What follows belongs to an exercise in optimizing a design on an open flow for small area, a short achievable clock period and few clock cycles; a production flow would make more cautious choices.
At most, simulation tests tie the RTL to the original design; equivalence was not proved.
The RTL of runs 4 to 6 was laid out without a check of its function.
Power figures rest on the tool's default switching activity, not on a simulated workload.

`design/flow/run.sh`:
```
#!/bin/bash
# synth_recipe.tcl (not shown) runs the flow's synth.tcl, then flattens the netlist and writes it again
# the make line also repeats each setting of config.mk as NAME=value (left out here)
make -C /OpenROAD-flow-scripts/flow DESIGN_CONFIG=/design/flow/config.mk WORK_HOME=/design/flow/orfs CLKGATE_MAP_FILE= SYNTH_SCRIPT=/design/flow/synth_recipe.tcl finish
```
`design/flow/design.v`:
```
module frame_engine (
    input  wire        clk,
    input  wire        rst,           
    input  wire        cmd_valid,
    output wire        cmd_ready,
    input  wire [31:0] cmd_data,
    output reg         rsp_valid,
    output wire [31:0] rsp_data,
    output wire        frm_valid,
    input  wire        frm_ready,
    output wire [7:0]  frm_data,
    output wire        frm_first,
    output wire        frm_last
);
    localparam [7:0] P_MARKER0 = 8'hA5;
    localparam [7:0] P_MARKER1 = 8'h5A;
    localparam [7:0] P_VERSION = 8'h01;
    localparam [7:0] P_TYPE    = 8'h01;
    function [15:0] crc_step;
        input [15:0] r;
        input [7:0]  b;
        integer      n;
        reg   [15:0] t;
        begin
            t = r ^ {b, 8'h00};
            for (n = 0; n < 8; n = n + 1)
                t = t[15] ? ((t << 1) ^ 16'h1021) : (t << 1);
            crc_step = t;
        end
    endfunction
    wire [7:0] op = cmd_data[31:24];
    wire is_nop    = (cmd_data == 32'h00000000);
    wire is_init   = (cmd_data == 32'h01000000);
    wire is_seed   = (op == 8'h02) && (cmd_data[23:16] == 8'h00);
    wire is_update = (op == 8'h03) && (cmd_data[23:8]  == 16'h0000);
    wire is_read   = (cmd_data == 32'h04000000);
    wire is_hdr    = (op == 8'h08);
    wire is_feed   = (op == 8'h10) && (cmd_data[23:8]  == 16'h0000);
    wire is_status = (cmd_data == 32'h20000000);
    wire is_legal  = is_nop | is_init | is_seed | is_update | is_read |
                     is_hdr | is_feed | is_status;
    reg [7:0]  ring [0:127];
    reg [7:0]  qhead;       
    reg [7:0]  vtail;       
    reg [7:0]  qtail;       
    reg [6:0]  blen;        
    reg [6:0]  bend;        
    reg [7:0]  level;       
    reg        feed_ok;     
    reg        avail;       
    reg [15:0] pcrc;        
    reg        hdr_ok;      
    reg [3:0]  cnt;         
    reg        big;         
    reg [7:0]  prev;        
    reg        nm_v;        
    reg [6:0]  nm_a;
    reg        busy;
    reg        cmode;       
    reg [6:0]  rd;          
    reg [6:0]  rend;        
    reg [6:0]  jstart;      
    reg [7:0]  xr;
    reg        xv;
    reg [2:0]  nframes;
    reg [15:0] crc_reg;
    reg        illegal;
    reg        rk_ones, rk_crc, rk_stat;
    reg [2:0]  rsmall;
    reg [7:0]  h_d, n_d;
    reg        h_v, n_v;
    reg [6:0]  hoff;        
    reg [6:0]  hlast;       
    wire [7:0] fa    = qhead + {6'd0, h_v & n_v, h_v ^ n_v};
    wire [6:0] raddr = busy ? rd : fa[6:0];
    wire [7:0] rdata = ring[raddr];
    assign cmd_ready = !busy && !(is_feed && !feed_ok);
    wire       fire      = cmd_valid && cmd_ready;
    wire       feed_fire = fire && is_feed;
    wire       rp_act    = busy && !cmode && xv;
    wire       st_act    = feed_fire || rp_act;
    wire [7:0] x = busy ? xr : cmd_data[7:0];
    wire       last = (rd == rend);           
    wire       cand    = (blen >= 7'd2);
    wire [6:0] lastoff = {1'b0, cnt, 2'b11} + 7'd4;           
    wire       crc_en  = (blen <= 7'd4) || (blen + 7'd1 < lastoff);
    wire       mk      = (prev == P_MARKER0) && (x == P_MARKER1);
    wire       x_a5    = (x == P_MARKER0);
    wire       x_5a    = (x == P_MARKER1);
    wire       done_big = (blen == 7'd7) && big;
    wire       at_last  = (blen == lastoff) && !big;
    wire       good_pre = hdr_ok && (cnt != 4'd0) && (pcrc[7:0] == prev);
    wire       good     = good_pre && (pcrc[15:8] == x);
    wire       s_acc    = cand && at_last && good;
    wire       s_rej    = cand && (done_big || (at_last && !good));
    wire [6:0] bend_p1 = bend + 7'd1;
    wire [6:0] bend_m1 = bend - 7'd1;
    wire       st_v    = nm_v || mk || x_a5;
    wire [6:0] st_a    = nm_v ? nm_a : (mk ? bend_m1 : bend);
    wire       restart = s_rej && st_v;
    wire       we = busy ? xv : feed_ok;
    always @(posedge clk) begin
        if (we)
            ring[bend] <= x;
    end
    wire [31:0] status = {illegal, 1'b0, avail, feed_ok,
                          4'b0, level, 5'b0, 4'b0, blen};
    assign rsp_data = rk_ones ? 32'hFFFFFFFF :
                      rk_crc  ? {16'h0, crc_reg} :
                      rk_stat ? status : {29'h0, rsmall};
    assign frm_valid = h_v;
    assign frm_data  = h_d;
    assign frm_first = (hoff == 7'd0);
    assign frm_last  = (hoff == hlast);
    wire   pop       = h_v && frm_ready;
    wire   fetch     = !busy && (fa != vtail) && !(h_v && n_v && !pop);
    wire       acc      = st_act && s_acc;
    wire       resp_now = (feed_fire && !restart) ||
                          (rp_act && last && !restart);
    wire [7:0] qt_acc   = qtail + {1'b0, blen} + 8'd1;
    wire [7:0] qtail_n  = acc ? qt_acc : qtail;
    wire [7:0] vtail_n  = resp_now ? qtail_n : vtail;
    wire [7:0] l_a  = level + (qtail - vtail);
    wire [7:0] l_b  = l_a + {1'b0, blen} + 8'd1;
    wire [7:0] l_s  = !resp_now ? level : (acc ? l_b : l_a);
    wire [7:0] l_sm = !resp_now ? level - 8'd1 : (acc ? l_b - 8'd1 : l_a - 8'd1);
    wire [7:0] level_n = pop ? l_sm : l_s;
    reg [6:0] blen_n, bend_n;
    always @(*) begin
        blen_n = blen;
        bend_n = bend;
        if (st_act) begin
            if (!cand) begin
                if (blen == 7'd1 && x_5a) begin
                    blen_n = 7'd2;
                    bend_n = qtail[6:0] + 7'd2;
                end else if (x_a5) begin
                    blen_n = 7'd1;
                    bend_n = qtail[6:0] + 7'd1;
                end else begin
                    blen_n = 7'd0;
                    bend_n = qtail[6:0];
                end
            end else if (s_acc) begin
                blen_n = 7'd0;
                bend_n = bend_p1;
            end else if (s_rej) begin
                blen_n = 7'd0;
                bend_n = (busy && !last && st_v) ? bend_p1 : qtail[6:0];
            end else begin
                blen_n = blen + 7'd1;
                bend_n = bend_p1;
            end
        end else if (busy && cmode && xv) begin
            bend_n = last ? qtail[6:0] : bend_p1;
        end
    end
    always @(posedge clk) begin
        if (rst) begin
            qhead     <= 8'd0;
            qtail     <= 8'd0;
            vtail     <= 8'd0;
            blen      <= 7'd0;
            bend      <= 7'd0;
            level     <= 8'd0;
            feed_ok   <= 1'b1;
            avail     <= 1'b0;
            busy      <= 1'b0;
            cmode     <= 1'b0;
            xv        <= 1'b0;
            crc_reg   <= 16'hFFFF;
            illegal   <= 1'b0;
            rsp_valid <= 1'b0;
            h_v       <= 1'b0;
            n_v       <= 1'b0;
            hoff      <= 7'd0;
            hlast     <= 7'd127;
            nm_v      <= 1'b0;
        end else begin
            rsp_valid <= resp_now || (fire && !is_feed);
            qhead   <= qhead + {7'd0, pop};
            qtail   <= qtail_n;
            vtail   <= vtail_n;
            blen    <= blen_n;
            bend    <= bend_n;
            level   <= level_n;
            feed_ok <= (level_n <= 8'd60);
            avail   <= (level_n != 8'd0);
            if (fire) begin
                rk_ones <= !is_legal;
                rk_crc  <= is_read;
                rk_stat <= is_status;
                rsmall  <= 3'd0;
                if (!is_legal)
                    illegal <= 1'b1;
                else if (is_init)
                    crc_reg <= 16'hFFFF;
                else if (is_seed)
                    crc_reg <= cmd_data[15:0];
                else if (is_update)
                    crc_reg <= crc_step(crc_reg, cmd_data[7:0]);
                else if (is_hdr)
                    rsmall <= {2'b0, (cmd_data[23:16] == P_VERSION) &&
                                     (cmd_data[15:8]  == P_TYPE) &&
                                     (cmd_data[7:0]   != 8'h00)};
                else if (is_feed)
                    rsmall <= {2'b0, s_acc};
            end
            if (st_act) begin
                prev <= x;
                if (!cand) begin
                    pcrc <= 16'hFFFF;
                    nm_v <= 1'b0;
                end else begin
                    if (crc_en)
                        pcrc <= crc_step(pcrc, x);
                    if (blen == 7'd2)
                        hdr_ok <= (x == P_VERSION);
                    if (blen == 7'd3)
                        hdr_ok <= hdr_ok && (x == P_TYPE);
                    if (blen == 7'd4) begin
                        cnt <= x[3:0];
                        big <= (x[7:4] != 4'd0);
                    end
                    if (mk && !nm_v) begin
                        nm_v <= 1'b1;
                        nm_a <= bend_m1;
                    end
                end
            end
            if (busy) begin
                if (rd != rend) begin
                    xr <= rdata;
                    rd <= rd + 7'd1;
                    xv <= 1'b1;
                end else
                    xv <= 1'b0;
            end
            if (feed_fire) begin
                nframes <= {2'b0, s_acc};
                if (restart) begin
                    busy  <= 1'b1;
                    cmode <= 1'b0;
                    rd    <= st_a;
                    rend  <= bend_p1;
                    xv    <= 1'b0;
                end
            end else if (rp_act) begin
                if (s_acc)
                    nframes <= nframes + 3'd1;
                if (restart) begin
                    if (last) begin
                        rd   <= st_a;
                        rend <= bend_p1;
                        xv   <= 1'b0;
                    end else begin
                        cmode  <= 1'b1;
                        jstart <= st_a;
                    end
                end else if (last) begin
                    busy   <= 1'b0;
                    rsmall <= nframes + {2'b0, s_acc};
                end
            end else if (busy && cmode && xv && last) begin
                cmode <= 1'b0;
                rd    <= jstart;
                rend  <= bend_p1;
                xv    <= 1'b0;
            end
            if (pop) begin
                hoff <= frm_last ? 7'd0 : hoff + 7'd1;
                if (hoff == 7'd4)
                    hlast <= {1'b0, h_d[3:0], 2'b11} + 7'd4;
                if (n_v) begin
                    h_d <= n_d;
                    h_v <= 1'b1;
                    n_d <= rdata;
                    n_v <= fetch;
                end else begin
                    h_d <= rdata;
                    h_v <= fetch;
                    n_v <= 1'b0;
                end
            end else if (fetch) begin
                if (!h_v) begin
                    h_d <= rdata;
                    h_v <= 1'b1;
                end else begin
                    n_d <= rdata;
                    n_v <= 1'b1;
                end
            end
        end
    end
endmodule
```
`design/flow/constraint.sdc`:
```
create_clock -name core_clock -period 11.0 [get_ports {clk}]
set_input_delay 2.2000 -clock core_clock [delete_from_list [all_inputs] [get_ports {clk}]]
set_output_delay 2.2000 -clock core_clock [all_outputs]
set_load 0.01 [all_outputs]
```
`design/flow/config.mk`:
```
export PLATFORM = sky130hd
export DESIGN_NAME = frame_engine
export DESIGN_NICKNAME = frame_engine
export VERILOG_FILES = /design/flow/design.v
export SDC_FILE = /design/flow/constraint.sdc
export NUM_CORES = 4
export LEC_CHECK = 0
export CAP_MARGIN = 20
export CELL_PAD_IN_SITES_DETAIL_PLACEMENT = 1
export CELL_PAD_IN_SITES_GLOBAL_PLACEMENT = 2
export CORE_MARGIN = 2
export CORE_UTILIZATION = 50
export SETUP_SLACK_MARGIN = 5
export SLEW_MARGIN = 20
```
==> results.toml, run 1 <==
[critical_path]
crit_path_max_incr_delay_ns = 0.55
critical_path_arrival_ns = 3.70
setup.worst_path.start_class = "input pin"
critical_path.slowest_cell = "sky130_fd_sc_hd__or4_4"
timing.critical_path.cells = "dlygate4sd2_1 > or4_4 > nand2b_4 > nor2_4 > nand2_2 > nor2_1 > nor2_1 > buf_2"
critical_path_required_ns = 8.80
reg2reg_setup_slack_ns = 5.20
path_common_cell = "sky130_fd_sc_hd__nor2_1"
worst-path-max-fanout = 3
critPathKind = "in2out"
end_kind = "output port"

[clock_network]
worst_setup_hold_path_clk_slew_ns = 0.06
clkLatencyLatePin_ns = 0.75
cts_inserted_buffers = 130
clock_tree.root_cell = "sky130_fd_sc_hd__clkbuf_16"
cts_buffer_depth = 3
clock_tree.htree_level_count = 4
cts_tree = "built"
cts_num_sinks = 1199
cts.hold.buffers_added = 0

[pwr]
power_leakage_nw = 19.1
power.density_mw_per_mm2 = 161
ir_drop_mv = 0.181

[yosys]
synth.yosys.warnings = 1
synth_seq_cells = 1199
synth_edf_count = 1115
synth-xor-area-share_pct = 2.67
synth_cell_types = 91
synth_seq_area_share_pct = 68.3
synthesized_cell_area_mm2 = 0.0515
synth-main-ff-cell = "sky130_fd_sc_hd__edfxtp_1"
post_synth.cell_area_avg_um2 = 16.2
synth_mux_area_share_pct = 13.1
synth_top_family_by_area = "multiplexers"
postSynthCellCount = 3183
synth-async-reset-ratio_pct = 0
synth-compound-area-share_pct = 4.98
post_synth_and_or_nand_nor_area_fraction_pct = 7.28
syn_nets = 3278
post_synth_fa_ha_maj_area_fraction_pct = 1.58

[routing]
drt-initial-drc-count = 2399
routed_wirelength_mm = 141
drt_pre_antenna_iters = 5
via_count = 29000
post_drt_via_cell_ratio = 6.12
drc = 0
route.antenna.remaining_nets = 0
wl_per_cell_um = 29.7

[timing]
finalSetupViolCount = 0
final.min_clock_period_ns = 5.90
final_clock_skew_ns = 0.0314
timing_max_transition_violations_final = 0
worst_setup_slack_final_ns = 5.10
tightestPinTransition_ns = 1.08
final.setup.tns_ns = 0
rsz0062_at_grt = "true"
fin_worst_hold_slack_ns = 0.484
timing.slew.headroom_pct = 27.8
max_fclk_mhz = 170
layout_worst_path_cycle_share_pct = 53.6
final-hold-violation-count = 0

[placed_design]
portBuffers = 80
post-place-ws_ns = 3.80
placed_cell_areas_mm2 = 0.0536
place_hpwl_mm = 85.5
place_congestion = 0.815

[cells_and_area]
stdcell_area_mm2 = 0.0580
layout.core_utilization_pct = 56.9
final_layout_size_suffix_gt1_share_pct = 17.5
largest_reg_flops = 1024
areaGrowthSynthToFinish_pct = 12.6
fin_nets = 3368
antenna_cells = 0

[die]
floorplan.die.height_um = 325
pin_count = 81
fp.coreArea_mm2 = 0.102
dieWidth_um = 325
die_area_mm2 = 0.106
initial_core_util_pct = 50.5
std_cell_rows = 117

[status]
status = "complete, no violations"

[global_route]
grt_pass1_wl_mm = 207
gr-total-overflow = 0
grt_antenna_before_repair = 1
vias_in_the_first_global_route = 30800
global_route.usage.total_pct = 26.6
grt_max_degree = 126

[run]
cap_viol_max_count = 0

[hold_path]
timing.hold.worst.class = "reg2reg"
==> metrics by stage <==
| stage | power (mW) | cells |
|---|---|---|
| 6_report | 9.31 | 4743 |
| 3_3_place_gp | 5.25 | 4495 |
| 5_1_grt | 9.54 | 4743 |
| 4_1_cts | 9.38 | 4736 |
| 3_5_place_dp | 5.26 | 4495 |
| 2_1_floorplan | 5.17 | 3183 |
==> cells in the mapped netlist (all sizes together) (24+ instances only) <==
cell type     n  area (um2)
a21oi        90         450
nand3        92         460
inv          61         229
mux2i        64         678
clkbuf       86         324
nor2        249         937
a211oi       84         636
ha           49         613
xnor2        91         805
a21o         25         188
xor2         64         568
o21ai        61         305
dfxtp        84        1680
mux2         24         278
and2         27         169
mux4        256        5770
nand2       269        1020
edfxtp     1115       33500
nor3         27         140
and3         26         164
buf          92         532
==> power breakdown <==
| group | switching, mW | total [mW] | internal, mW | leakage, nW |
|---|---|---|---|---|
| Combinational | 0.128 | 0.181 | 0.0533 | 6.40 |
| Sequential | 0.00422 | 4.98 | 4.98 | 10.7 |
| Clock | 1.80 | 4.14 | 2.35 | 1.92 |
| Total | 1.93 | 9.31 | 7.38 | 19.1 |
==> worst max-delay path: cells and delay by family <==
family	cells	cell delay, ns
buffers and inverters	2	0.41
AND/OR/NAND/NOR	6	1.08
==> per-layer routing <==
layer	vias up	part of all wire, %	GRT usage, %
li1	12600	-	-
met1	15400	42	35.5
met2	788	50	45.2
met3	218	4.5	3.56
met4	0	3.1	9.24
met5	-	0	0
==> area by class of cell <==
class	instances	area (um2)
repair buffers	131	1290
well taps	1368	1710
multi-input cells	1748	15600
fillers	9290	43900
clock inverters	69	528
inverters	63	250
clock buffers	165	3450
flip-flops and latches	1199	35200
==> cell usage in the layout (no fill, tap or decap), drive strengths merged, types with 72 or more instances in the layout <==
master | synthesis | layout
a211oi | 84 | 84
a21oi | 90 | 90
clkbuf | 86 | 167
dfxtp | 84 | 84
edfxtp | 1115 | 1115
inv | 61 | 72
mux4 | 256 | 256
nand2 | 269 | 269
nand3 | 92 | 92
nor2 | 249 | 249
xnor2 | 91 | 91
==> timing repair <==
item | 4_1_cts | 5_1_grt
pin swaps | 2 | 4
setup endpoints to repair | 29 | 11
resized for setup | 24 | 26
cloned | 1 | 5
setup buffers | 6 | 1
==> kinds of logic after synthesis <==
logic type                 count (synthesis)
DFF                                     1199
and+or+nand+nor                          805
buffers and inverters                    241
AOI/OAI and AO/OA                        380
adders and majority gates                 59
muxes                                    344
xor gates and xnor gates                 155
==> final timing paths <==
check	start	to	cells after the start
worst max-delay path	cmd_data[14]	cmd_ready	8
worst min-delay path	illegal	illegal	2
worst max register to register	h_v	h_d[3]	13
worst min register to register	illegal	illegal	2
Testbench counts, summed over its fixed seeds: cycles 35,368.
==> inputs of run 2 (changes only) <==
--- a/design/flow/config.mk
+++ b/design/flow/config.mk
@@ -9,6 +9,6 @@
 export CELL_PAD_IN_SITES_DETAIL_PLACEMENT = 1
 export CELL_PAD_IN_SITES_GLOBAL_PLACEMENT = 2
 export CORE_MARGIN = 2
-export CORE_UTILIZATION = 50
+export CORE_UTILIZATION = 30
 export SETUP_SLACK_MARGIN = 5
 export SLEW_MARGIN = 20
==> run 2 against run 1 <==
  * Still clean
  * Synthesized area unchanged
  * Sequential power hardly changed
  * Total power up 3.2%
  * Clock-buffer cell count grew 4
  * Clock skew decreased by 0.0060 ns
  * Setup slack got worse by 0.00070 ns
  * Worst hold slack worse by 0.0091 ns
  * Critical path depth did not move
  * Fmax about the same
  * Global-route usage decreased by 10 points
  * Non-clock buffer count is 11 higher
  * Critical path type unchanged
  * Largest power group unchanged
==> results.toml, run 2 <==
[status]
status = "complete, no violations"

[yosys]
yosys.area.top_type = "sky130_fd_sc_hd__edfxtp_1"
yosys-top-cells-area = "sky130_fd_sc_hd__edfxtp_1 (65%), sky130_fd_sc_hd__mux4_2 (11%), sky130_fd_sc_hd__dfxtp_1 (3.3%)"
synthesized_cell_area_mm2 = 0.0515
synth_cell_types = 91
postSynthCellCount = 3183
synth_edf_count = 1115
syn_nets = 3278
synth_seq_cells = 1199
synth-async-reset-ratio_pct = 0
ys_top_cells_by_count = "sky130_fd_sc_hd__edfxtp_1 (1115), sky130_fd_sc_hd__nand2_1 (268), sky130_fd_sc_hd__mux4_2 (256)"
yosys.area.top_type_share_pct = 65.0
synthMostInstantiatedCell = "sky130_fd_sc_hd__edfxtp_1"
synth-main-ff-cell = "sky130_fd_sc_hd__edfxtp_1"
synth_seq_area_share_pct = 68.3
synth.yosys.warnings = 1
post_synth.cell_area_avg_um2 = 16.2

[timing]
final.setup.tns_ns = 0
finalSetupViolCount = 0
worst_setup_slack_final_ns = 5.10
tightestPinTransition_ns = 1.12
timing_max_transition_violations_final = 0
final-hold-violation-count = 0
layout_worst_path_cycle_share_pct = 53.6
max_fclk_mhz = 170
rsz0062_at_grt = "true"
final_clock_skew_ns = 0.0254
timing.slew.headroom_pct = 25.2
final.min_clock_period_ns = 5.90

[routing]
drt_pre_antenna_iters = 7
route.antenna.remaining_nets = 0
routed_wirelength_mm = 147
post_drt_via_cell_ratio = 5.06
wl_per_cell_um = 26.1
drc = 0
drt-initial-drc-count = 2182
via_count = 28500

[clock_network]
clock_tree.htree_level_count = 4
cts_inserted_buffers = 138
clock_tree.root_cell = "sky130_fd_sc_hd__clkbuf_16"
worst_setup_hold_path_clk_slew_ns = 0.06
clkLatencyLatePin_ns = 0.77
cts.hold.buffers_added = 0
cts_num_sinks = 1199
cts_tree = "built"
cts_buffer_depth = 3

[cells_and_area]
largest_reg_flops = 1024
fillers = 17300
most-common-layout-cells = "sky130_fd_sc_hd__edfxtp_1 (1115), sky130_fd_sc_hd__nand2_1 (267), sky130_fd_sc_hd__mux4_2 (256)"
multi_input_area_mm2 = 0.0155
final_layout_size_suffix_gt1_share_pct = 18.1
layout.core_utilization_pct = 34.7
areaGrowthSynthToFinish_pct = 15.4
regArea_mm2 = 0.0352
final_common_cell = "sky130_fd_sc_hd__edfxtp_1"
fin_nets = 3386

[critical_path]
timing.rr.start = "h_v"
worst-path-stages = 8
worst-r2r-cell-count = 14
critical_path.slowest_cell = "sky130_fd_sc_hd__clkdlybuf4s50_1"
critical_path_required_ns = 8.80
crit_path_start = "cmd_data[8]"
end_kind = "output port"
timing.critical_path.cells = "clkdlybuf4s50_1 > nor4_2 > nand2b_4 > nor2_4 > nand2_4 > nor2_2 > nor2_1 > buf_2"
worst-path-max-fanout = 5
setup.worst_path.start_class = "input pin"
path_delay_family = "simple AND/OR/NAND/NOR gates"
crit_path_max_incr_delay_ns = 0.47
worst-path-buf-inv = 2
critPathKind = "in2out"
critical_path_arrival_ns = 3.70

[die]
initial_core_util_pct = 30.1
fp.coreArea_mm2 = 0.171
pin_count = 81
dieWidth_um = 418
std_cell_rows = 152
die_area_mm2 = 0.175
floorplan.die.height_um = 418

[pwr]
clockPowerShare_pct = 46.2
seq_power_share_pct = 51.9
switchingPower_mw = 2.03
fin_total_pwr_mw = 9.60
power_leakage_nw = 19.3
p_sw_share_pct = 21.1
power.density_mw_per_mm2 = 162
power_frac_comb_pct = 1.9
ir_drop_mv = 0.108
internal_power_mw = 7.57

[run]
cap_viol_max_count = 0

[global_route]
grt_max_degree = 93
gr-total-overflow = 0
grt_pass1_wl_mm = 214
global_route.usage.total_pct = 16.7
grt_antenna_before_repair = 3
vias_in_the_first_global_route = 30300

[placed_design]
portBuffers = 80
place_hpwl_mm = 88.4
post-place-ws_ns = 3.58
place_congestion = 0.769

[hold_path]
timing.hold.worst.class = "reg2reg"
hold-path-cell-count = 2
hp-start = "illegal"
## run 2: cell count changes in the layout (fill, tap and decap cells not counted), moves of 4 or more
| cell | previous run | this run |
|---|---|---|
| sky130_fd_sc_hd__clkinv_2 | 15 | 21 |
| sky130_fd_sc_hd__buf_4 | 41 | 54 |
| sky130_fd_sc_hd__clkinv_1 | 30 | 26 |
| sky130_fd_sc_hd__nand2_2 | 7 | 0 |
| sky130_fd_sc_hd__nand2_1 | 261 | 267 |
| sky130_fd_sc_hd__clkbuf_16 | 134 | 141 |
## run 2: kinds of logic (layout without fill, tap and decap cells)
group                      Yosys count  in the layout  synth area share, %
muxes                              344            347                 13.1
and+or+nand+nor                    805            805                 7.28
DFF                               1199           1199                 68.3
adders and majority gates           59             59                 1.58
other                                0              1                    0
xor gates and xnor gates           155            155                 2.67
AOI/OAI and AO/OA                  380            381                 4.98
buffers and inverters              241            450                 2.12
## run 2: area by class of cell
class | count | area share, %
well taps | 2233 | 4.70
flip-flops and latches | 1199 | 59.2
clock inverters | 76 | 1.18
inverters | 63 | 0.421
multi-input cells | 1747 | 26.2
clock buffers | 169 | 6.08
repair buffers | 142 | 2.27
diodes | 1 | 0.00421
## run 2: final timing paths
| check | end | slack [ns] |
|---|---|---|
| worst min register to register | illegal | 0.47 |
| worst max register to register | h_d[5] | 5.33 |
| worst min-delay path | illegal | 0.47 |
| worst max-delay path | cmd_ready | 5.10 |
## run 2: metal layers
layer | vias up | global-route usage, % | routed length [um]
met4 | 2 | 4.63 | 3390
met2 | 615 | 27.9 | 71900
li1 | 12600 | - | -
met5 | - | 0 | 13
met1 | 15000 | 22.3 | 64900
met3 | 200 | 2.82 | 6590
## run 2: power groups by stage
stage,combinational (mW),sequential (mW),clock [mW]
finish,0.178,4.99,4.44
global route,0.194,4.98,4.73
CTS,0.179,4.98,4.55
detailed placement,0.177,5.08,0
global placement,0.173,5.08,0
floorplan,0.0838,5.08,0
## run 2: timing repair
item	in CTS	in global routing
buffers inserted	1	7
setup endpoints to repair	13	9
pin swaps	1	4
gates resized for setup	21	28
cloned	1	4
## run 2: worst register-to-register path, stage by stage, from the launching register on
cell                       delay [ns]
sky130_fd_sc_hd__dfxtp_1         0.56
sky130_fd_sc_hd__ha_1            0.31
sky130_fd_sc_hd__ha_1            0.22
sky130_fd_sc_hd__fa_1            0.48
sky130_fd_sc_hd__xor2_2          0.23
sky130_fd_sc_hd__mux2i_4         0.39
sky130_fd_sc_hd__buf_8           0.40
sky130_fd_sc_hd__buf_8           0.46
sky130_fd_sc_hd__mux4_2          0.58
sky130_fd_sc_hd__a211oi_1        0.29
sky130_fd_sc_hd__a211oi_1        0.15
sky130_fd_sc_hd__a21oi_1         0.46
sky130_fd_sc_hd__a211oi_1        0.26
sky130_fd_sc_hd__a31o_2          0.36
sky130_fd_sc_hd__mux2_2          0.28
## run 2: metrics by stage
step	instance area, um2	instances	hold WS, ns
final	59400	5630	0.475
after global routing	59400	5629	0.522
after CTS	59200	5618	0.485
after detailed placement	54800	5371	0.469
after global placement	54800	5371	0.468
after floorplan	51500	3183	0.437
==> inputs of run 3 (changes only) <==
--- a/design/flow/config.mk
+++ b/design/flow/config.mk
@@ -10,5 +10,4 @@
 export CELL_PAD_IN_SITES_GLOBAL_PLACEMENT = 2
 export CORE_MARGIN = 2
 export CORE_UTILIZATION = 30
-export SETUP_SLACK_MARGIN = 5
 export SLEW_MARGIN = 20
==> run 3 against run 2 <==
  * First-iteration DRC count is 0.87% higher
  * Global-route usage is 0.24 points lower
  * Fmax shrank 12%
  * Sequential power about the same
  * Die area unchanged
  * Register-to-register slack worse by 0.52 ns
  * Synthesized cell count is the same
  * Routed wire length is 2.3% lower
  * Design area down 0.43%
  * Final cell count shrank 0.21%
==> results.toml, run 3 <==
[routing]
wl_per_cell_um = 25.5
via_count = 28500
drt-initial-drc-count = 2201
drc = 0
routed_wirelength_mm = 143
post_drt_via_cell_ratio = 5.07
drt_pre_antenna_iters = 5
route.antenna.remaining_nets = 0

[global_route]
grt_pass1_wl_mm = 211
grt_antenna_before_repair = 4
global_route.usage.total_pct = 16.4
gr-total-overflow = 0
grt_max_degree = 120
vias_in_the_first_global_route = 30100

[critical_path]
path_common_cell = "sky130_fd_sc_hd__nor2_1"
path_delay_family = "simple AND/OR/NAND/NOR gates"
critical_path.slowest_cell = "sky130_fd_sc_hd__or4_1"
timing.critical_path.cells = "clkdlybuf4s50_1 > or4_1 > nand2b_1 > nor2_1 > nand2_1 > nor2_1 > nor2_1 > clkdlybuf4s50_1"
critPathKind = "in2out"
crit_path_max_incr_delay_ns = 0.55
setup.worst_path.start_class = "input pin"
end_kind = "output port"
critical_path_required_ns = 8.80
worst-path-buf-inv = 2
worst-path-stages = 8
critical_path_arrival_ns = 4.49
worst-r2r-cell-count = 15
worst-path-max-fanout = 5

[pwr]
p_sw_share_pct = 20.6
seq_power_share_pct = 51.6
power_leakage_nw = 19.1
power_frac_comb_pct = 1.8
clockPowerShare_pct = 46.5
power.density_mw_per_mm2 = 163
switchingPower_mw = 1.99
ir_drop_mv = 0.166
internal_power_mw = 7.67

[cells_and_area]
areaGrowthSynthToFinish_pct = 14.9
most-common-layout-cells = "sky130_fd_sc_hd__edfxtp_1 (1115), sky130_fd_sc_hd__nand2_1 (268), sky130_fd_sc_hd__mux4_2 (256)"
final_cells = 5618
fin_nets = 3372
largest_reg_flops = 1024
final_layout_size_suffix_gt1_share_pct = 16.8
final_common_cell = "sky130_fd_sc_hd__edfxtp_1"
fillers = 17300

[die]
pin_count = 81
std_cell_rows = 152
floorplan.die.height_um = 418
dieWidth_um = 418
fp.coreArea_mm2 = 0.171
initial_core_util_pct = 30.1
die_area_mm2 = 0.175

[clock_network]
cts_inserted_buffers = 137
cts.hold.buffers_added = 0
cts_tree = "built"
clock_tree.htree_level_count = 4
gates_resized_cts_repair = 0
cts_num_sinks = 1199
clock_tree.root_cell = "sky130_fd_sc_hd__clkbuf_16"
clkLatencyLatePin_ns = 0.77
worst_setup_hold_path_clk_slew_ns = 0.06
cts_buffer_depth = 3
cts_setup_buffers = 0

[placed_design]
portBuffers = 80
place_congestion = 0.761
dpl.cell_count = 5370
place_hpwl_mm = 88.0

[timing]
rsz0062_at_grt = "false"
tightestPinTransition_ns = 1.09
final_clock_skew_ns = 0.0322
final.setup.tns_ns = 0
finalSetupViolCount = 0
timing_max_transition_violations_final = 0
timing.slew.headroom_pct = 27.4
final.min_clock_period_ns = 6.69
max_fclk_mhz = 149
final-hold-violation-count = 0
layout_worst_path_cycle_share_pct = 60.8

[status]
status = "complete, no violations"

[yosys]
synthesized_cell_area_mm2 = 0.0515
synth-async-reset-ratio_pct = 0
synth_seq_area_share_pct = 68.3
post_synth.cell_area_avg_um2 = 16.2
synth_edf_count = 1115
synth.yosys.warnings = 1
synth_seq_cells = 1199
synthMostInstantiatedCell = "sky130_fd_sc_hd__edfxtp_1"
yosys-top-cells-area = "sky130_fd_sc_hd__edfxtp_1 (65%), sky130_fd_sc_hd__mux4_2 (11%), sky130_fd_sc_hd__dfxtp_1 (3.3%)"
ys_top_cells_by_count = "sky130_fd_sc_hd__edfxtp_1 (1115), sky130_fd_sc_hd__nand2_1 (268), sky130_fd_sc_hd__mux4_2 (256)"
synth_cell_types = 91
yosys.area.top_type_share_pct = 65.0
postSynthCellCount = 3183
synth-main-ff-cell = "sky130_fd_sc_hd__edfxtp_1"
syn_nets = 3278
yosys.area.top_type = "sky130_fd_sc_hd__edfxtp_1"

[hold_path]
hold-path-cell-count = 2
timing.hold.worst.class = "reg2reg"

[run]
cap_viol_max_count = 0
==> run 3: tightest hold or removal path, cell delays in order (launching register included) <==
cell,delay (ns)
sky130_fd_sc_hd__dfxtp_1,0.33
sky130_fd_sc_hd__nand2_1,0.06
sky130_fd_sc_hd__a21oi_1,0.05
==> run 3: logic make-up (layout without fill, tap and decap cells) <==
| kind of cell | after synthesis | after routing | share of synthesized area [%] |
|---|---|---|---|
| AO/OA/AOI/OAI | 380 | 380 | 4.98 |
| buffers and inverters | 241 | 442 | 2.12 |
| AND/OR/NAND/NOR | 805 | 805 | 7.28 |
| adder cells (fa/ha/maj) | 59 | 59 | 1.58 |
| other | 0 | 1 | 0 |
| multiplexers | 344 | 344 | 13.1 |
| XOR/XNOR | 155 | 155 | 2.67 |
| flip-flops | 1199 | 1199 | 68.3 |
==> run 3: final cells by class <==
type | count | area [um2] | area share (%)
antenna | 1 | 2.50 | 0.00423
inverter | 63 | 250 | 0.423
clock inverter | 72 | 667 | 1.13
clock buffer | 174 | 3690 | 6.25
multi-input combinational | 1743 | 15300 | 25.9
timing repair buffer | 133 | 1250 | 2.11
tap | 2233 | 2790 | 4.72
sequential | 1199 | 35200 | 59.4
==> run 3: stage by stage <==
stage	instance area [um2]	total power [mW]	hold WS [ns]	utilization, %	setup slack [ns]
CTS	59100	9.77	0.498	34.6	4.31
finish	59200	9.65	0.489	34.6	4.31
detailed placement	54800	5.26	0.482	32.0	3.98
global placement	54800	5.26	0.477	32.0	3.97
global route	59200	9.94	0.528	34.6	4.09
floorplan	51500	5.17	0.437	-	4.71
==> run 3: metal layers <==
metal / track usage (%) / routed length (um) / up-vias / part of all wire, %
met5: 0 / 0 / - / 0
met1: 21.8 / 63100 / 15000 / 44
met3: 3.16 / 6800 / 180 / 4.7
met4: 4.09 / 2800 / 0 / 1.9
li1: - / - / 12600 / -
met2: 27.6 / 70700 / 647 / 49
==> run 3: final timing paths <==
| kind | end | slack [ns] | from |
|---|---|---|---|
| max | cmd_ready | 4.31 | cmd_data[12] |
| min | hoff[1] | 0.49 | hoff[1] |
| max reg2reg | h_d[1] | 4.81 | h_v |
| min reg2reg | hoff[1] | 0.49 | hoff[1] |
==> run 3: power groups by stage <==
stage | registers (mW) | clock network (mW) | logic [mW]
CTS | 4.98 | 4.60 | 0.182
finish | 4.98 | 4.49 | 0.176
detailed placement | 5.08 | 0 | 0.181
global placement | 5.08 | 0 | 0.177
global route | 4.98 | 4.77 | 0.192
floorplan | 5.08 | 0 | 0.0837
==> inputs of run 4 (changes only) <==
--- a/design/flow/design.v
+++ b/design/flow/design.v
@@ -74,7 +74,10 @@
     wire [7:0] fa    = qhead + {6'd0, h_v & n_v, h_v ^ n_v};
     wire [6:0] raddr = busy ? rd : fa[6:0];
     wire [7:0] rdata = ring[raddr];
-    assign cmd_ready = !busy && !(is_feed && !feed_ok);
+    wire       rdy_any  = !busy;
+    wire       rdy_feed = !busy && feed_ok;
+    wire       not_feed = (cmd_data[31:8] != 24'h100000);
+    assign cmd_ready = rdy_feed || (rdy_any && not_feed);
     wire       fire      = cmd_valid && cmd_ready;
     wire       feed_fire = fire && is_feed;
     wire       rp_act    = busy && !cmode && xv;
@@ -267,7 +270,10 @@
                 rend  <= bend_p1;
                 xv    <= 1'b0;
             end
-            if (pop) begin
+            if (resp_now && !avail && (qtail_n != vtail)) begin
+                h_d <= P_MARKER0;
+                h_v <= 1'b1;
+            end else if (pop) begin
                 hoff <= frm_last ? 7'd0 : hoff + 7'd1;
                 if (hoff == 7'd4)
                     hlast <= {1'b0, h_d[3:0], 2'b11} + 7'd4;
--- a/design/flow/config.mk
+++ b/design/flow/config.mk
@@ -9,5 +9,8 @@
 export CELL_PAD_IN_SITES_DETAIL_PLACEMENT = 1
 export CELL_PAD_IN_SITES_GLOBAL_PLACEMENT = 2
 export CORE_MARGIN = 2
-export CORE_UTILIZATION = 30
+export CORE_UTILIZATION = 50
+export CTS_BUF_LIST = sky130_fd_sc_hd__clkbuf_8
+export CTS_CLUSTER_SIZE = 30
+export SETUP_SLACK_MARGIN = 5
 export SLEW_MARGIN = 20
==> run 4 against run 3 <==
  * Sequential power about the same
  * Fmax up 10%
  * Global-route usage up 14 points
  * Largest cell class unchanged
  * Die area down 38%
  * Register-to-register slack better by 0.12 ns
  * Clock-buffer cell count up 29
  * Total power down 9.5%
  * Still clean
==> results.toml, run 4 <==
[timing]
timing_max_transition_violations_final = 0
finalSetupViolCount = 0
timing.slew.headroom_pct = 27.4
max_fclk_mhz = 165
final.min_clock_period_ns = 6.07
final-hold-violation-count = 0
final.setup.tns_ns = 0
rsz0062_at_grt = "true"
fin_worst_hold_slack_ns = 0.468
final_clock_skew_ns = 0.0460
layout_worst_path_cycle_share_pct = 55.2
tightestPinTransition_ns = 1.08

[global_route]
groute.layer.met3.usage_pct = 4.72
gr-total-overflow = 0
grt_max_degree = 138
grt_pass1_wl_mm = 241
global_route.usage.total_pct = 30.0
global_route.peak_usage_layer = "met2"
grt_antenna_before_repair = 6
globalRouteMet2Util_pct = 49.1
vias_in_the_first_global_route = 37200
grt_util_met1_pct = 41.3

[critical_path]
critical_path_arrival_ns = 6.80
critical_path_required_ns = 11.73
end_kind = "flop"
worst-path-max-fanout = 133
critical_path.endpoint = "h_d[6]"
worst-r2r-cell-count = 13
critPathKind = "reg2reg"
reg2reg_setup_slack_ns = 4.93
crit_path_start = "busy"
reg2reg_to = "h_d[6]"
timing.rr.start = "busy"
setup.worst_path.start_class = "flop"

[routing]
wl_per_cell_um = 27.9
drc = 0
route.antenna.remaining_nets = 0
routed_wirelength_mm = 163
drt-initial-drc-count = 3119
drt_pre_antenna_iters = 6
via_count = 35500
post_drt_via_cell_ratio = 6.11

[hold_path]
timing.hold.worst.class = "reg2reg"
hp-start = "cmode"

[yosys]
yosys.area.top_type_share_pct = 63.2
synthMostInstantiatedCell = "sky130_fd_sc_hd__edfxtp_1"
synth-main-ff-cell = "sky130_fd_sc_hd__edfxtp_1"
synth-xor-area-share_pct = 2.63
synthesized_cell_area_mm2 = 0.0530
synth_mux_area_share_pct = 4.20
synth_top_family_by_area = "simple AND/OR/NAND/NOR gates"
post_synth.cell_area_avg_um2 = 12.6
synth_seq_area_share_pct = 66.4
yosys.area.top_type = "sky130_fd_sc_hd__edfxtp_1"
synth_seq_cells = 1199
postSynthCellCount = 4195
synth_edf_count = 1115
synth.yosys.warnings = 1
synth_cell_types = 92
post_synth_fa_ha_maj_area_fraction_pct = 1.54
yosys-top-cells-area = "sky130_fd_sc_hd__edfxtp_1 (63%), sky130_fd_sc_hd__nand2_1 (6.4%), sky130_fd_sc_hd__dfxtp_1 (3.2%)"
syn_nets = 4290
ys_top_cells_by_count = "sky130_fd_sc_hd__edfxtp_1 (1115), sky130_fd_sc_hd__nand2_1 (903), sky130_fd_sc_hd__nor2_1 (260)"
post_synth_and_or_nand_nor_area_fraction_pct = 14.5
synth-compound-area-share_pct = 7.95
synth-async-reset-ratio_pct = 0

[cells_and_area]
most-common-layout-cells = "sky130_fd_sc_hd__edfxtp_1 (1115), sky130_fd_sc_hd__nand2_1 (898), sky130_fd_sc_hd__nor2_1 (258)"
final_layout_size_suffix_gt1_share_pct = 10.7
final_common_cell = "sky130_fd_sc_hd__edfxtp_1"
fillers = 10500
regArea_mm2 = 0.0352
fin_nets = 4366
areaGrowthSynthToFinish_pct = 10.9
multi_input_area_mm2 = 0.0166
largest_reg_flops = 1024

[clock_network]
clkLatencyLatePin_ns = 0.87
clock_tree.root_cell = "sky130_fd_sc_hd__clkbuf_8"
clock_tree.htree_level_count = 4
worst_setup_hold_path_clk_slew_ns = 0.06
cts_num_sinks = 1199
cts_inserted_buffers = 196
cts_buffer_depth = 3
cts_tree = "built"

[pwr]
power_frac_comb_pct = 2.2
switchingPower_mw = 1.96
clockPowerShare_pct = 40.7
fin_total_pwr_mw = 8.73
ir_drop_mv = 0.130
power_leakage_nw = 20.0
internal_power_mw = 6.77
power.density_mw_per_mm2 = 149
p_sw_share_pct = 22.4
seq_power_share_pct = 57.1

[die]
initial_core_util_pct = 50.4
std_cell_rows = 119
pin_count = 81
die_area_mm2 = 0.109
fp.coreArea_mm2 = 0.105
floorplan.die.height_um = 329
dieWidth_um = 329

[status]
status = "complete, no violations"

[placed_design]
portBuffers = 80
place_congestion = 0.898
place_hpwl_mm = 100

[run]
cap_viol_max_count = 0
## run 4: cell count changes after synthesis, sizes merged, moves of 19 or more
cell,change
a211oi,-55
and3,+101
nand2,+635
mux4,-188
nor3,+19
buf,+58
clkbuf,+37
nand3,+154
a311oi,+159
o311ai,+38
o21ai,+22
o211ai,+22
## run 4: metal layers
layer | vias up | routed length, um
met5 | - | 13
met4 | 2 | 4530
met3 | 258 | 10400
met2 | 1224 | 79200
met1 | 18300 | 68500
li1 | 15800 | -
## run 4: worst min-delay path by stage
stage,slack [ns],depth (start not counted),endpoint
2_1_floorplan,0.43,2,cmode
3_3_place_gp,0.44,2,cmode
3_5_place_dp,0.46,2,cmode
4_1_cts,0.47,2,cmode
5_1_grt,0.52,2,cmode
6_report,0.47,2,cmode
## run 4: layout make-up
cell class	count	share of cell area (%)
diodes	2	0.00852
clock buffers	203	4.76
clock inverters	153	1.22
inverters	78	0.528
multi-input cells	2646	28.2
flip-flops and latches	1199	59.9
well taps	1391	2.96
repair buffers	150	2.41
## run 4: per-stage QoR
step / worst slack [ns] / util [%] / cell area (um2) / cells
5_1_grt: 4.79 / 55.9 / 58700 / 5822
4_1_cts: 4.84 / 55.7 / 58600 / 5817
2_1_floorplan: 5.37 / - / 53000 / 4195
6_report: 4.93 / 55.9 / 58700 / 5822
3_5_place_dp: 3.32 / 52.3 / 55000 / 5456
3_3_place_gp: 3.54 / 52.3 / 55000 / 5456
## run 4: kinds of logic (layout without fill, tap and decap cells)
kind of cell	count (synthesis)	count (layout)
xor+xnor	158	158
simple gates	1727	1727
compound gates	568	569
other cells	0	2
fa+ha+maj	59	59
mux	133	133
flops	1199	1199
buf+inv	351	584
## run 4: worst max-delay path, stage by stage, from the launching register on
cell,delay [ns]
sky130_fd_sc_hd__dfxtp_2,0.63
sky130_fd_sc_hd__buf_4,0.60
sky130_fd_sc_hd__nand2b_1,0.69
sky130_fd_sc_hd__o21ai_4,0.25
sky130_fd_sc_hd__buf_12,0.55
sky130_fd_sc_hd__buf_4,0.72
sky130_fd_sc_hd__nand2_1,0.10
sky130_fd_sc_hd__and3_1,0.21
sky130_fd_sc_hd__a311oi_1,0.45
sky130_fd_sc_hd__a311oi_1,0.14
sky130_fd_sc_hd__o31ai_1,0.42
sky130_fd_sc_hd__o22ai_1,0.27
sky130_fd_sc_hd__mux2i_2,0.51
sky130_fd_sc_hd__o211a_1,0.24
## run 4: power groups by stage
stage	combinational (mW)	sequential [mW]	clock, mW
6_report	0.190	4.99	3.55
5_1_grt	0.203	4.99	3.80
4_1_cts	0.188	4.99	3.61
3_5_place_dp	0.186	5.08	0
3_3_place_gp	0.179	5.08	0
2_1_floorplan	0.0897	5.08	0
## run 4: timing repair
action | 4_1_cts | 5_1_grt
gates resized for setup | 24 | 16
endpoints found under the setup margin | 52 | 38
pin swaps | 3 | 5
setup buffers | 5 | 1
hold buffers | 0 | 0
gates cloned | 0 | 1
==> inputs of run 5 (changes only) <==
--- a/design/flow/config.mk
+++ b/design/flow/config.mk
@@ -10,7 +10,6 @@
 export CELL_PAD_IN_SITES_GLOBAL_PLACEMENT = 2
 export CORE_MARGIN = 2
 export CORE_UTILIZATION = 50
-export CTS_BUF_LIST = sky130_fd_sc_hd__clkbuf_8
-export CTS_CLUSTER_SIZE = 30
+export CTS_BUF_LIST = sky130_fd_sc_hd__clkbuf_4
 export SETUP_SLACK_MARGIN = 5
 export SLEW_MARGIN = 20
==> run 5 against run 4 <==
  * Still clean
  * Critical path depth shrank 7
  * Synthesized cell count is the same
  * Routed wire length grew 0.56%
  * Fmax grew 2.2%
  * Setup slack gained 0.13 ns
  * Critical path type is now in2out
  * Largest cell class unchanged
  * Highest routed layer unchanged
==> results.toml, run 5 <==
[critical_path]
worst-path-max-fanout = 2
reg2reg_to = "h_d[3]"
timing.rr.start = "busy"
worst-r2r-cell-count = 13
critical_path_required_ns = 8.80
critPathKind = "in2out"
critical_path_arrival_ns = 3.74
setup.worst_path.start_class = "input pin"
end_kind = "output port"
reg2reg_setup_slack_ns = 5.14

[clock_network]
clock_tree.root_cell = "sky130_fd_sc_hd__clkbuf_4"
cts_tree = "built"
clkLatencyLatePin_ns = 1.24
cts_num_sinks = 1199
worst_setup_hold_path_clk_slew_ns = 0.06
cts_buffer_depth = 4
clock_tree.htree_level_count = 5
cts_inserted_buffers = 330

[hold_path]
worstHoldEndpoint = "cmode"
hold-path-cell-count = 2
hp-start = "cmode"
timing.hold.worst.class = "reg2reg"

[cells_and_area]
largest_reg_flops = 1024
final_common_cell = "sky130_fd_sc_hd__edfxtp_1"
most-common-layout-cells = "sky130_fd_sc_hd__edfxtp_1 (1115), sky130_fd_sc_hd__nand2_1 (898), sky130_fd_sc_hd__clkbuf_4 (485)"
layout.core_utilization_pct = 56.4
fin_nets = 4502
fillers = 10600
final_cells = 6026
areaGrowthSynthToFinish_pct = 11.9
final_layout_size_suffix_gt1_share_pct = 16.0

[yosys]
synth-main-ff-cell = "sky130_fd_sc_hd__edfxtp_1"
synthesized_cell_area_mm2 = 0.0530
synth_seq_cells = 1199
synth.yosys.warnings = 1
postSynthCellCount = 4195
synth-async-reset-ratio_pct = 0
synth_edf_count = 1115
yosys.area.top_type_share_pct = 63.2
synth_seq_area_share_pct = 66.4
post_synth.cell_area_avg_um2 = 12.6
synthMostInstantiatedCell = "sky130_fd_sc_hd__edfxtp_1"
syn_nets = 4290
yosys.area.top_type = "sky130_fd_sc_hd__edfxtp_1"
yosys-top-cells-area = "sky130_fd_sc_hd__edfxtp_1 (63%), sky130_fd_sc_hd__nand2_1 (6.4%), sky130_fd_sc_hd__dfxtp_1 (3.2%)"
synth_cell_types = 92
ys_top_cells_by_count = "sky130_fd_sc_hd__edfxtp_1 (1115), sky130_fd_sc_hd__nand2_1 (903), sky130_fd_sc_hd__nor2_1 (260)"

[global_route]
grt_util_met1_pct = 40.4
grt_max_degree = 138
gr-total-overflow = 0
global_route.peak_usage_layer = "met2"
global_route.usage.total_pct = 30.2
globalRouteMet2Util_pct = 49.5
groute.layer.met3.usage_pct = 5.35
grt_antenna_before_repair = 6
grt_pass1_wl_mm = 244
vias_in_the_first_global_route = 38500

[timing]
tightestPinTransition_ns = 1.10
max_fclk_mhz = 168
timing_max_transition_violations_final = 0
final.min_clock_period_ns = 5.94
layout_worst_path_cycle_share_pct = 54.0
rsz0062_at_grt = "true"
fin_worst_hold_slack_ns = 0.469
finalSetupViolCount = 0
timing.slew.headroom_pct = 26.1
final.setup.tns_ns = 0
final_clock_skew_ns = 0.128
final-hold-violation-count = 0

[die]
die_area_mm2 = 0.109
fp.coreArea_mm2 = 0.105
floorplan.die.height_um = 329
initial_core_util_pct = 50.4
pin_count = 81
dieWidth_um = 329
std_cell_rows = 119

[routing]
post_drt_via_cell_ratio = 6.05
drt_pre_antenna_iters = 8
wl_per_cell_um = 27.1
via_count = 36500
drc = 0
route.antenna.remaining_nets = 0
routed_wirelength_mm = 164
drt-initial-drc-count = 2966

[placed_design]
place_congestion = 0.898
place_hpwl_mm = 100
dpl.cell_count = 5456
portBuffers = 80

[pwr]
power.density_mw_per_mm2 = 154
ir_drop_mv = 0.129
power_leakage_nw = 20.4

[status]
status = "complete, no violations"

[run]
cap_viol_max_count = 0
run 5: layout make-up:
class / count / area (um2) / share of cell area (%)
clock inverters: 70 / 403 / 0.679
flip-flops and latches: 1199 / 35200 / 59.3
clock buffers: 485 / 3640 / 6.14
inverters: 78 / 310 / 0.523
multi-input cells: 2646 / 16600 / 27.9
well taps: 1391 / 1740 / 2.94
repair buffers: 152 / 1460 / 2.46
diodes: 5 / 12.5 / 0.0211
run 5: routing by layer:
layer / routed length (um) / up-vias
met4: 5300 / 4
met3: 10800 / 317
met1: 67900 / 18600
li1: - / 16200
met2: 79500 / 1337
met5: 23 / -
run 5: where the power goes:
| part | internal [mW] | total (mW) | switching [mW] |
|---|---|---|---|
| clock network | 2.10 | 3.94 | 1.84 |
| registers | 4.98 | 4.99 | 0.00689 |
| logic | 0.0549 | 0.191 | 0.137 |
run 5: worst max path at each step:
stage | startpoint | end | slack (ns) | depth (start not counted)
after global routing | h_v | h_d[4] | 4.95 | 16
final | cmd_data[9] | cmd_ready | 5.06 | 6
after global placement | cmd_data[2] | feed_ok | 3.54 | 15
after detailed placement | cmd_data[2] | avail | 3.32 | 15
after floorplan | cmd_data[0] | avail | 5.37 | 15
after CTS | cmd_data[15] | cmd_ready | 4.84 | 7
run 5: logic make-up after synthesis:
family	after synthesis	share of synthesized area, %
compound gates	568	7.95
xor+xnor	158	2.63
fa+ha+maj	59	1.54
buf+inv	351	2.83
flops	1199	66.4
mux	133	4.20
simple gates	1727	14.5
run 5: stage by stage:
| step | total power [mW] | area [um2] | setup slack, ns |
|---|---|---|---|
| floorplan | 5.17 | 53000 | 5.37 |
| global placement | 5.26 | 55000 | 3.54 |
| detailed placement | 5.27 | 55000 | 3.32 |
| CTS | 9.20 | 59100 | 4.84 |
| global route | 9.44 | 59300 | 4.95 |
| finish | 9.12 | 59300 | 5.06 |
run 5: critical path: stages:
cell and delay, ns:
sky130_fd_sc_hd__clkdlybuf4s50_1 0.45, sky130_fd_sc_hd__nor3_2 0.27, sky130_fd_sc_hd__nand4_1 0.25, sky130_fd_sc_hd__nor4_4 0.29, sky130_fd_sc_hd__a21oi_1 0.10, sky130_fd_sc_hd__buf_2 0.17
run 5: repair_timing:
item / 4_1_cts / 5_1_grt
resized for setup: 20 / 24
endpoints found under the setup margin: 43 / 39
pin swaps: 3 / 5
hold buffers: 0 / 0
setup buffers: 5 / 2
gates cloned: 0 / 1
==> inputs of run 6 (changes only) <==
--- a/design/flow/design.v
+++ b/design/flow/design.v
@@ -71,13 +71,11 @@
     reg        h_v, n_v;
     reg [6:0]  hoff;        
     reg [6:0]  hlast;       
-    wire [7:0] fa    = qhead + {6'd0, h_v & n_v, h_v ^ n_v};
+    reg  [7:0] fa;          
     wire [6:0] raddr = busy ? rd : fa[6:0];
     wire [7:0] rdata = ring[raddr];
-    wire       rdy_any  = !busy;
-    wire       rdy_feed = !busy && feed_ok;
-    wire       not_feed = (cmd_data[31:8] != 24'h100000);
-    assign cmd_ready = rdy_feed || (rdy_any && not_feed);
+    reg        rdy;
+    assign cmd_ready = rdy;
     wire       fire      = cmd_valid && cmd_ready;
     wire       feed_fire = fire && is_feed;
     wire       rp_act    = busy && !cmode && xv;
@@ -113,8 +111,9 @@
                       rk_stat ? status : {29'h0, rsmall};
     assign frm_valid = h_v;
     assign frm_data  = h_d;
-    assign frm_first = (hoff == 7'd0);
-    assign frm_last  = (hoff == hlast);
+    reg    first_r, last_r;   
+    assign frm_first = first_r;
+    assign frm_last  = last_r;
     wire   pop       = h_v && frm_ready;
     wire   fetch     = !busy && (fa != vtail) && !(h_v && n_v && !pop);
     wire       acc      = st_act && s_acc;
@@ -128,6 +127,12 @@
     wire [7:0] l_s  = !resp_now ? level : (acc ? l_b : l_a);
     wire [7:0] l_sm = !resp_now ? level - 8'd1 : (acc ? l_b - 8'd1 : l_a - 8'd1);
     wire [7:0] level_n = pop ? l_sm : l_s;
+    wire f_s  = !resp_now ? (level <= 8'd60) : (acc ? (l_b <= 8'd60) : (l_a <= 8'd60));
+    wire f_sm = !resp_now ? (level <= 8'd61) : (acc ? (l_b <= 8'd61) : (l_a <= 8'd61));
+    wire a_s  = !resp_now ? (level != 8'd0) : (acc ? (l_b != 8'd0) : (l_a != 8'd0));
+    wire a_sm = !resp_now ? (level != 8'd1) : (acc ? (l_b != 8'd1) : (l_a != 8'd1));
+    wire a5ld = resp_now && !avail && (qtail_n != vtail);
+    wire busy_n = (feed_fire && restart) || (busy && !(rp_act && last && !restart));
     reg [6:0] blen_n, bend_n;
     always @(*) begin
         blen_n = blen;
@@ -166,7 +171,9 @@
             blen      <= 7'd0;
             bend      <= 7'd0;
             level     <= 8'd0;
+            fa        <= 8'd0;
             feed_ok   <= 1'b1;
+            rdy       <= 1'b1;
             avail     <= 1'b0;
             busy      <= 1'b0;
             cmode     <= 1'b0;
@@ -178,6 +185,8 @@
             n_v       <= 1'b0;
             hoff      <= 7'd0;
             hlast     <= 7'd127;
+            first_r   <= 1'b1;
+            last_r    <= 1'b0;
             nm_v      <= 1'b0;
         end else begin
             rsp_valid <= resp_now || (fire && !is_feed);
@@ -187,8 +196,12 @@
             blen    <= blen_n;
             bend    <= bend_n;
             level   <= level_n;
-            feed_ok <= (level_n <= 8'd60);
-            avail   <= (level_n != 8'd0);
+            feed_ok <= pop ? f_sm : f_s;
+            rdy     <= !busy_n && ((pop ? f_sm : f_s) ||
+                                   (cmd_valid && !is_feed && !fire));
+            avail   <= pop ? a_sm : a_s;
+            if (a5ld || fetch)
+                fa <= fa + 8'd1;
             if (fire) begin
                 rk_ones <= !is_legal;
                 rk_crc  <= is_read;
@@ -270,11 +283,13 @@
                 rend  <= bend_p1;
                 xv    <= 1'b0;
             end
-            if (resp_now && !avail && (qtail_n != vtail)) begin
+            if (a5ld) begin
                 h_d <= P_MARKER0;
                 h_v <= 1'b1;
             end else if (pop) begin
-                hoff <= frm_last ? 7'd0 : hoff + 7'd1;
+                hoff    <= last_r ? 7'd0 : hoff + 7'd1;
+                first_r <= last_r;
+                last_r  <= !last_r && (hoff != 7'd4) && (hoff + 7'd1 == hlast);
                 if (hoff == 7'd4)
                     hlast <= {1'b0, h_d[3:0], 2'b11} + 7'd4;
                 if (n_v) begin
==> design/flow/flow/run.sh (new file) <==
#!/bin/bash
set -euo pipefail
bash standard.sh SETUP_SLACK_MARGIN=6.5 finish > standard_flow.log 2>&1
==> design/flow/standard.sh (new file) <==
#!/bin/bash
# synth_recipe.tcl (not shown) runs the flow's synth.tcl, then flattens the netlist and writes it again
# the make line also repeats each setting of config.mk as NAME=value (left out here)
make -C /OpenROAD-flow-scripts/flow DESIGN_CONFIG=/design/flow/config.mk WORK_HOME=/design/flow/orfs CLKGATE_MAP_FILE= SYNTH_SCRIPT=/design/flow/synth_recipe.tcl "${@:-finish}"
--- a/design/flow/config.mk
+++ b/design/flow/config.mk
@@ -10,6 +10,4 @@
 export CELL_PAD_IN_SITES_GLOBAL_PLACEMENT = 2
 export CORE_MARGIN = 2
 export CORE_UTILIZATION = 50
-export CTS_BUF_LIST = sky130_fd_sc_hd__clkbuf_4
-export SETUP_SLACK_MARGIN = 5
 export SLEW_MARGIN = 20
removed: design/flow/run.sh
==> run 6 against run 5 <==
  * Clock power is 6.9% higher
  * Routed wire length fell by 6.6%
  * Sequential share of layout area shrank 0.77 points
  * Clock skew is 0.10 ns lower
  * Largest cell class unchanged
  * Highest routed layer unchanged
==> results.toml, run 6 <==
[routing]
drt-initial-drc-count = 2546
drt_pre_antenna_iters = 5
via_count = 31200
route.antenna.remaining_nets = 0
drc = 0
post_drt_via_cell_ratio = 6.20
routed_wirelength_mm = 153
wl_per_cell_um = 30.4

[yosys]
synth-async-reset-ratio_pct = 0
yosys.area.top_type_share_pct = 63.9
synth.yosys.warnings = 1
yosys-top-cells-area = "sky130_fd_sc_hd__edfxtp_1 (64%), sky130_fd_sc_hd__mux4_2 (11%), sky130_fd_sc_hd__dfxtp_1 (3.3%)"
post_synth.cell_area_avg_um2 = 15.4
synth_seq_cells = 1202
synth_edf_count = 1115
synthMostInstantiatedCell = "sky130_fd_sc_hd__edfxtp_1"
postSynthCellCount = 3407
synthesized_cell_area_mm2 = 0.0524
yosys.area.top_type = "sky130_fd_sc_hd__edfxtp_1"
synth_cell_types = 93
syn_nets = 3503
synth-main-ff-cell = "sky130_fd_sc_hd__edfxtp_1"
ys_top_cells_by_count = "sky130_fd_sc_hd__edfxtp_1 (1115), sky130_fd_sc_hd__nand2_1 (385), sky130_fd_sc_hd__mux4_2 (256)"
synth_seq_area_share_pct = 67.2

[cells_and_area]
final_layout_size_suffix_gt1_share_pct = 19.9
areaGrowthSynthToFinish_pct = 14.9
largest_reg_flops = 1024
final_common_cell = "sky130_fd_sc_hd__edfxtp_1"
fin_nets = 3641
most-common-layout-cells = "sky130_fd_sc_hd__edfxtp_1 (1115), sky130_fd_sc_hd__nand2_1 (379), sky130_fd_sc_hd__mux4_2 (256)"

[clock_network]
clock_tree.root_cell = "sky130_fd_sc_hd__clkbuf_16"
cts.hold.buffers_added = 0
clkLatencyLatePin_ns = 0.75
cts_buffer_depth = 3
cts_inserted_buffers = 131
cts_num_sinks = 1202
clock_tree.htree_level_count = 4
cts_tree = "built"
worst_setup_hold_path_clk_slew_ns = 0.06

[timing]
fin_worst_hold_slack_ns = 0.484
layout_worst_path_cycle_share_pct = 40.7
final.min_clock_period_ns = 4.48
timing_max_transition_violations_final = 0
finalSetupViolCount = 0
final_clock_skew_ns = 0.0261
timing.slew.headroom_pct = 21.9
final.setup.tns_ns = 0
worst_setup_slack_final_ns = 6.52
final-hold-violation-count = 0
max_fclk_mhz = 223
rsz0062_at_grt = "true"
tightestPinTransition_ns = 1.17

[status]
status = "complete, no violations"

[global_route]
global_route.usage.total_pct = 28.7
gr-total-overflow = 0
grt_max_degree = 92
vias_in_the_first_global_route = 33100
grt_antenna_before_repair = 4
grt_pass1_wl_mm = 225

[placed_design]
portBuffers = 80
post-place-ws_ns = 4.23
place_hpwl_mm = 89.9
place_congestion = 0.848

[run]
cap_viol_max_count = 0

[die]
pin_count = 81
dieWidth_um = 328
std_cell_rows = 118
initial_core_util_pct = 50.5
floorplan.die.height_um = 328
die_area_mm2 = 0.107
fp.coreArea_mm2 = 0.104

[critical_path]
setup.worst_path.start_class = "input pin"
critPathKind = "in2reg"
critical_path_arrival_ns = 5.10
worst-path-max-fanout = 7
critical_path_required_ns = 11.62
end_kind = "flop"

[pwr]
ir_drop_mv = 0.164
power.density_mw_per_mm2 = 183
fin_total_pwr_mw = 11.0
power_leakage_nw = 19.9

[hold_path]
timing.hold.worst.class = "reg2reg"
-- run 6: cell types whose count changed after synthesis, moves of 22 or more --
cell,change
sky130_fd_sc_hd__a311oi_1,-163
sky130_fd_sc_hd__buf_2,-79
sky130_fd_sc_hd__nand3_1,-150
sky130_fd_sc_hd__nand2_1,-518
sky130_fd_sc_hd__o21ai_0,+27
sky130_fd_sc_hd__mux4_2,+188
sky130_fd_sc_hd__a21oi_1,-22
sky130_fd_sc_hd__nor2_1,-27
sky130_fd_sc_hd__o311ai_0,-32
sky130_fd_sc_hd__o211ai_1,-29
sky130_fd_sc_hd__a31oi_1,+37
sky130_fd_sc_hd__and2_1,+39
sky130_fd_sc_hd__and3_1,-116
-- run 6: critical path, cell delays in order --
cell,delay [ns]
sky130_fd_sc_hd__clkdlybuf4s15_2,0.22
sky130_fd_sc_hd__or4_4,0.43
sky130_fd_sc_hd__or4_4,0.63
sky130_fd_sc_hd__buf_12,0.17
sky130_fd_sc_hd__o21ai_4,0.09
sky130_fd_sc_hd__nand2b_4,0.08
sky130_fd_sc_hd__o21a_4,0.22
sky130_fd_sc_hd__o311a_4,0.39
sky130_fd_sc_hd__buf_12,0.16
sky130_fd_sc_hd__o2111ai_4,0.19
sky130_fd_sc_hd__mux2_4,0.32
-- run 6: cells by family after synthesis --
family	share of synthesized area, %
multiplexers	12.0
adder cells (fa/ha/maj)	1.56
XOR/XNOR	2.77
flip-flops	67.2
buffers and inverters	2.26
AND/OR/NAND/NOR	8.61
AO/OA/AOI/OAI	5.60
-- run 6: final cells by class --
type                            count  area [um2]
Timing Repair Buffer              192        1950
Antenna cell                        2        5.00
Clock inverter                     68         492
Sequential cell                  1202       35300
Tap cell                         1380        1730
Fill cell                        9471       43600
Inverter                           65         265
Multi-Input combinational cell   1953       17000
Clock buffer                      169        3560
-- run 6: final timing paths --
| kind | from | cells after the start | end | slack, ns |
|---|---|---|---|---|
| worst min register to register | illegal | 2 | illegal | 0.48 |
| worst max-delay path | cmd_data[26] | 11 | fa[6] | 6.52 |
| worst min-delay path | illegal | 2 | illegal | 0.48 |
| worst max register to register | vtail[2] | 17 | level[7] | 6.56 |
-- run 6: where the power goes --
group	switching [mW]	internal (mW)	total (mW)
Combinational	0.986	0.753	1.74
Clock	1.80	2.40	4.21
Sequential	0.0480	5.03	5.08
-- run 6: metrics by stage --
step | utilization, % | area, um2 | cells
global placement | 52.6 | 54600 | 4706
global route | 58.0 | 60200 | 5030
CTS | 57.7 | 59900 | 5020
finish | 58.0 | 60200 | 5031
detailed placement | 52.7 | 54700 | 4707
floorplan | - | 52700 | 3407
-- run 6: metal layers --
| layer | GRT usage, % | vias to the layer above | routed length (um) |
|---|---|---|---|
| met5 | 0 | - | 26 |
| met4 | 9.84 | 4 | 5150 |
| met3 | 3.97 | 254 | 7470 |
| met2 | 48.6 | 922 | 76500 |
| met1 | 38.4 | 16500 | 63700 |
| li1 | - | 13500 | - |
-- run 6: timing repair --
action / in CTS / in global routing
cloned: 19 / 2
resized for setup: 174 / 66
pin swaps: 22 / 22
setup buffers: 57 / 7
setup endpoints to repair: 196 / 101

==> afterwards: timing with drivers on the ports <==
No port has a modelled driver above. Below, the same layouts with a new extraction and two added sets of constraints. Step 1 sets driving cells, clkbuf_16 on the clock port and buf_2 on the other inputs (assumed; they add their load-dependent delay and slew). Step 2 adds t to the input delays and takes it off the output delays; t is the mean of the earliest and latest rising clock arrival at the registers after step 1. Input paths then give back, and output paths get back, about the clock's delay inside the block. Slacks: ideal / step 1 / step 2; pairs: ideal / step 1.
| run | shift t [ns] | slack for setup (ns) | hold slack, ns | slew at the worst register clock pin (ns) |
|---|---|---|---|---|
| run 1 | 0.809 | 5.104 / 5.087 / 4.434 | 0.484 / 0.484 / 0.484 | 0.07 / 0.07 |
| run 2 | 0.835 | 5.103 / 5.068 / 4.429 | 0.475 / 0.475 / 0.475 | 0.06 / 0.06 |
| run 3 | 0.833 | 4.308 / 4.277 / 3.975 | 0.489 / 0.489 / 0.489 | 0.07 / 0.07 |
| run 4 | 0.920 | 4.931 / 4.931 / 4.223 | 0.468 / 0.468 / 0.468 | 0.07 / 0.07 |
| run 5 | 1.251 | 5.059 / 5.035 / 4.061 | 0.469 / 0.469 / 0.469 | 0.08 / 0.08 |
| run 6 | 0.813 | 6.520 / 6.494 / 5.746 | 0.484 / 0.484 / 0.484 | 0.07 / 0.07 |
After both steps every run listed still meets setup and hold. The setup slack of run 5, which loses most, moves by -0.024 ns with the drivers and by -0.998 ns with both steps.
